This design comes from an exercise in tuning for small area, a short achievable clock period and few clock cycles on the open sky130 flow, not from production work. Only simulation tests tie the RTL to the original design; equivalence was not proved. Power and IR drop assume default switching activity.

==> inputs of willow <==
// fce_hdr
module fce_hdr (
    input             clk,
    input             rst,
    input             bus_req,
    input             bus_we,
    input      [12:0] bus_addr,
    input      [1:0]  bus_size,
    input      [31:0] bus_wdata,
    output            bus_ack,
    output reg        bus_err,
    output reg [31:0] bus_rdata
);
==> flow/config.mk <==
export PLATFORM = sky130hd
export DESIGN_NAME = fce_hdr
export DESIGN_NICKNAME = fce_hdr
export VERILOG_FILES = /design/flow/design.v
export SDC_FILE = /design/flow/constraint.sdc
export NUM_CORES = 4
export LEC_CHECK = 0
export CAP_MARGIN = 20
export CORE_MARGIN = 2
export CORE_UTILIZATION = 45
export PLACE_DENSITY = 0.6
export SETUP_SLACK_MARGIN = 2.5
export SLEW_MARGIN = 20
==> flow/constraint.sdc <==
create_clock -name core_clock -period 8.0 [get_ports {clk}]
set_input_delay 1.6000 -clock core_clock [delete_from_list [all_inputs] [get_ports {clk}]]
set_output_delay 1.6000 -clock core_clock [all_outputs]
set_load 0.01 [all_outputs]
run.sh (not shown) runs the stock make flow with config.mk's settings and CLKGATE_MAP_FILE= SYNTH_SCRIPT=/design/flow/synth_recipe.tcl, a recipe that flattens the netlist after the stock synthesis.
==> nickel (differences from willow) <==
--- a/flow/design.v
+++ b/flow/design.v
@@ -148,22 +148,16 @@
         end
     end
     assign bus_ack = bus_req && !stall;
     wire   fire    = bus_req && !stall && acc_legal;
     wire   reg_wr  = fire && bus_we && !is_buf;
     wire   buf_wr  = fire && bus_we && is_buf;
     wire   cmd_run = reg_wr && ridx == 6'h04 && !st_fatal && !w_illegal;
-    reg  [31:0] rword;
-    integer ri;
-    always @(*) begin
-        rword = 32'd0;
-        for (ri = 0; ri < 32; ri = ri + 1)
-            if (mv_dec ? (mv_ptr == ri) : (bword == ri))
-                rword = rword | fbuf[ri*32 +: 32];
-    end
+    wire [4:0]  rsel  = mv_dec ? mv_ptr : bword;
+    wire [31:0] rword = fbuf[rsel*32 +: 32];
     reg [31:0] buf_rval;
     always @(*) begin
         case (bus_size)
             2'd0: case (bus_addr[1:0])
                 2'd0:    buf_rval = {24'd0, rword[7:0]};
                 2'd1:    buf_rval = {24'd0, rword[15:8]};
                 2'd2:    buf_rval = {24'd0, rword[23:16]};
CORE_UTILIZATION = 25   (was 45)
PLACE_DENSITY = 0.35   (was 0.6)
==> summary.md <==
| Metric | Value |
|---|---|
| Worst path cell trace | buf_16 -> bufbuf_16 -> nand3b_1 -> o31ai_1 -> a21oi_1 -> nand4_1 -> or3_4 -> mux2i_1 -> o211ai_1 -> o31a_1 -> buf_2 |
| Status | finished clean |
| R2r worst-path depth | 21 |
| P_leak | 31.9 nW |
| Fmax | ~150 MHz |
(the above is from willow)
==> summary.md <==
| Metric | Value |
|---|---|
| R2r worst-path depth | 25 |
| Area after DPL | about 82000 µm² |
| Worst path cell trace | buf_6 -> inv_4 -> mux2i_4 -> buf_12 -> buf_12 -> buf_4 -> bufbuf_16 -> nor2_4 -> buf_6 -> a32oi_2 -> nand3_1 -> nand4_1 -> buf_6 -> nand3_4 -> nand4_1 -> buf_4 -> o32a_1 -> buf_2 |
| Status | finished clean |
| Fmax | between 150 and 200 MHz |
| P_leak | 32.9 nW |
| Reg power frac | 0.475 |
(the above is from nickel)
Testbench counts of willow, summed over its fixed seeds: cycles 21,795.
Testbench counts of nickel, summed over its fixed seeds: cycles 21,795.


==> build 44: inputs <==
fce_hdr, a different RTL version from the one above (not shown whole).
==> flow/design.v (excerpt) <==
module fce_hdr (
    input             clk,
    input             rst,
    input             bus_req,
    input             bus_we,
    input      [12:0] bus_addr,
    input      [1:0]  bus_size,
    input      [31:0] bus_wdata,
    output            bus_ack,
    output reg        bus_err,
    output reg [31:0] bus_rdata
);
    localparam [15:0]  RECOG_MGMT = 16'h2533;
    localparam [15:0]  RECOG_CTRL = 16'h3B04;
    localparam [15:0]  RECOG_DATA = 16'h0101;
    localparam [3:0] E_OK      = 4'd0;
    localparam [3:0] E_SHORT   = 4'd1;
    localparam [3:0] E_UNKNOWN = 4'd2;
    localparam [3:0] E_BOUNDS  = 4'd4;
    localparam [3:0] E_BADCMD  = 4'd7;
    localparam [3:0] E_REFUSED = 4'd8;
    localparam [3:0] E_NOTDATA = 4'd9;
    localparam [3:0] E_FATAL   = 4'd10;
    localparam [3:0] C_ADDR4    = 4'd1;
    localparam [3:0] C_HDR_ENUM = 4'd2;
    localparam [2:0] M_IDLE  = 3'd0;
    localparam [2:0] M_ENC   = 3'd1;    
    localparam [2:0] M_DCHK1 = 3'd2;    
    localparam [2:0] M_DCHK2 = 3'd3;    
    localparam [2:0] M_DCHK3 = 3'd5;    
    localparam [2:0] M_DFILL = 3'd4;    
    localparam [2:0] M_PF1   = 3'd6;    
    localparam [2:0] M_PF2   = 3'd7;    
    reg [3:0]  st_err;
    reg        st_fatal;
    reg [3:0]  st_fcause;
    reg [7:0]  st_last_opc;
    reg [11:0] buf_off;
    reg [12:0] in_len;
    reg [5:0]  result_len;      
    reg [15:0] hs_fc;
    reg [15:0] hs_dur;
    reg [47:0] hs_a1;
    reg [47:0] hs_a2;
    reg [47:0] hs_a3;
    reg [47:0] hs_a4;
    reg [15:0] hs_seq;
    reg [15:0] hs_qos;
    reg [31:0] hs_htc;
    reg [12:0] hz;
    reg        hclr_d;          
    wire [12:0] hz_e = hclr_d ? 13'd0 : hz;
    wire [15:0] hdr_fc  = hz_e[0]  ? hs_fc  : 16'd0;
    reg        res_ok;
    reg        res_tods;
    reg        res_fromds;
    reg [47:0] res_s1;
    reg [47:0] res_s2;
    reg [47:0] res_s3;
    reg [47:0] res_s4;
    reg [7:0]  res_z;           
    reg [1023:0] fbuf;          
    reg [2:0]  mv;
    reg [4:0]  mv_ptr;          
  ...
==> flow/config.mk <==
export PLATFORM = sky130hd
export DESIGN_NAME = fce_hdr
export DESIGN_NICKNAME = fce_hdr
export VERILOG_FILES = /design/flow/design.v
export SDC_FILE = /design/flow/constraint.sdc
export NUM_CORES = 4
export LEC_CHECK = 0
export CAP_MARGIN = 20
export CORE_MARGIN = 2
export CORE_UTILIZATION = 30
export CTS_CLUSTER_SIZE = 20
export PLACE_DENSITY = 0.4
export SETUP_SLACK_MARGIN = 3.6
export SLEW_MARGIN = 20
export TNS_END_PERCENT = 10
==> flow/constraint.sdc <==
create_clock -name core_clock -period 8.0 [get_ports {clk}]
set_input_delay 1.6000 -clock core_clock [delete_from_list [all_inputs] [get_ports {clk}]]
set_output_delay 1.6000 -clock core_clock [all_outputs]
set_load 0.01 [all_outputs]
==> build 6: changes against build 44 <==
- SETUP_SLACK_MARGIN: 3.6 -> 3.5
- TNS_END_PERCENT: 10 -> unset
==> notes <==
- Between build 6 and build 44, the lower register-to-register slack is in build 44 (gap 90 ps).
- In synthesized area, build 44 and build 6 do not differ.
- Of build 6 and build 44, build 44 has the higher fmax (gap 2.8%, measured against build 44).
- Critical path depth is the same in build 44 and build 6.
- Of build 6 and build 44, build 44 has the higher power (gap 0.34%, measured against build 44).
- Count of clock-buffer cells in the layout: build 6 is lower than build 44 (15).
- Synthesized cell count is the same in build 44 and build 6.
- Against build 44, the non-clock buffer count of build 6 is higher by 29.
- Of build 44 and build 6, build 6 has the higher final cell count (gap about 0.3%, measured against build 6).
- Against build 6, the first-iteration DRC count of build 44 is smaller by about 1.4%.
==> figures <==
quantity	build 6	build 44
Result of the run	timing/DRC/antenna clean	timing/DRC/antenna clean
Number of clock buffers inserted by TritonCTS	191	195
Worst stage delay on the critical path	500 ps	440 ps
Non-clock buffer area fraction after layout	7.50%	7.23%
Final net count	7040	7014
Sequential standard cell area	49800 um2	49800 um2
Non-clock buffers	763	734
Number of vias after detailed routing	64400	64300
Met2 usage in global routing	48.4%	48.8%
Detailed-route wire length on metal 1	159 mm	158 mm
Final area over synthesized area	1.257x	1.244x
First-iteration detailed-routing DRC count	8976	8848
Critical R2R Capture	fbuf[567]	pr_d[10]
Time the worst path needs with I/O delays and setup	5000 ps	4860 ps
Pin count of the biggest net entering global routing	73	92
GRT Total Usage	30.3%	30.3%
Switching share of power	30.5%	30.4%
Fraction of met1 tracks used by global routing	38.1%	37.6%
Number of cells traversed by the worst register-to-register path	8	14
Number of gates given a new drive strength after cts	708	745
Final-layout clock buffer total	236	251
Testbench counts of build 44, summed over its fixed seeds: cycles 21,043.
Testbench counts of build 6, summed over its fixed seeds: cycles 21,043.

## port drivers added, routing unchanged
How much do the figures lean on ideal ports? The routed layouts below were timed once more, with nothing changed but the port constraints. Step 1: set_driving_cell puts a clkbuf_16 on clk and a buf_2 on each other input, an assumption about the parent block. Step 2 also shifts input and output timing later by t, the mid clock arrival at the registers, as if the neighbouring blocks saw the same clock. Slacks: ideal / step 1 / step 2; pairs: ideal / step 1.
run | shift t [ns] | slack for setup (ns) | hold WS [ns] | worst register clock-pin slew, ns | pins driven straight from the clock port
willow | 0.942 | 1.366 / 1.168 / 1.168 | 0.480 / 0.480 / 0.480 | 0.07 / 0.07 | 1
nickel | 0.960 | 1.655 / 1.585 / 1.605 | 0.454 / 0.454 / 0.454 | 0.07 / 0.07 | 1
build 44 | 0.950 | 3.139 / 3.081 / 2.418 | 0.444 / 0.444 / 0.444 | 0.07 / 0.07 | 1
build 6 | 0.943 | 3.000 / 2.951 / 2.484 | 0.464 / 0.464 / 0.464 | 0.07 / 0.07 | 1
After both steps setup and hold are still met in every run listed. For build 44, which loses most, drivers alone change the setup slack by -0.058 ns; drivers and shift together by -0.721 ns.
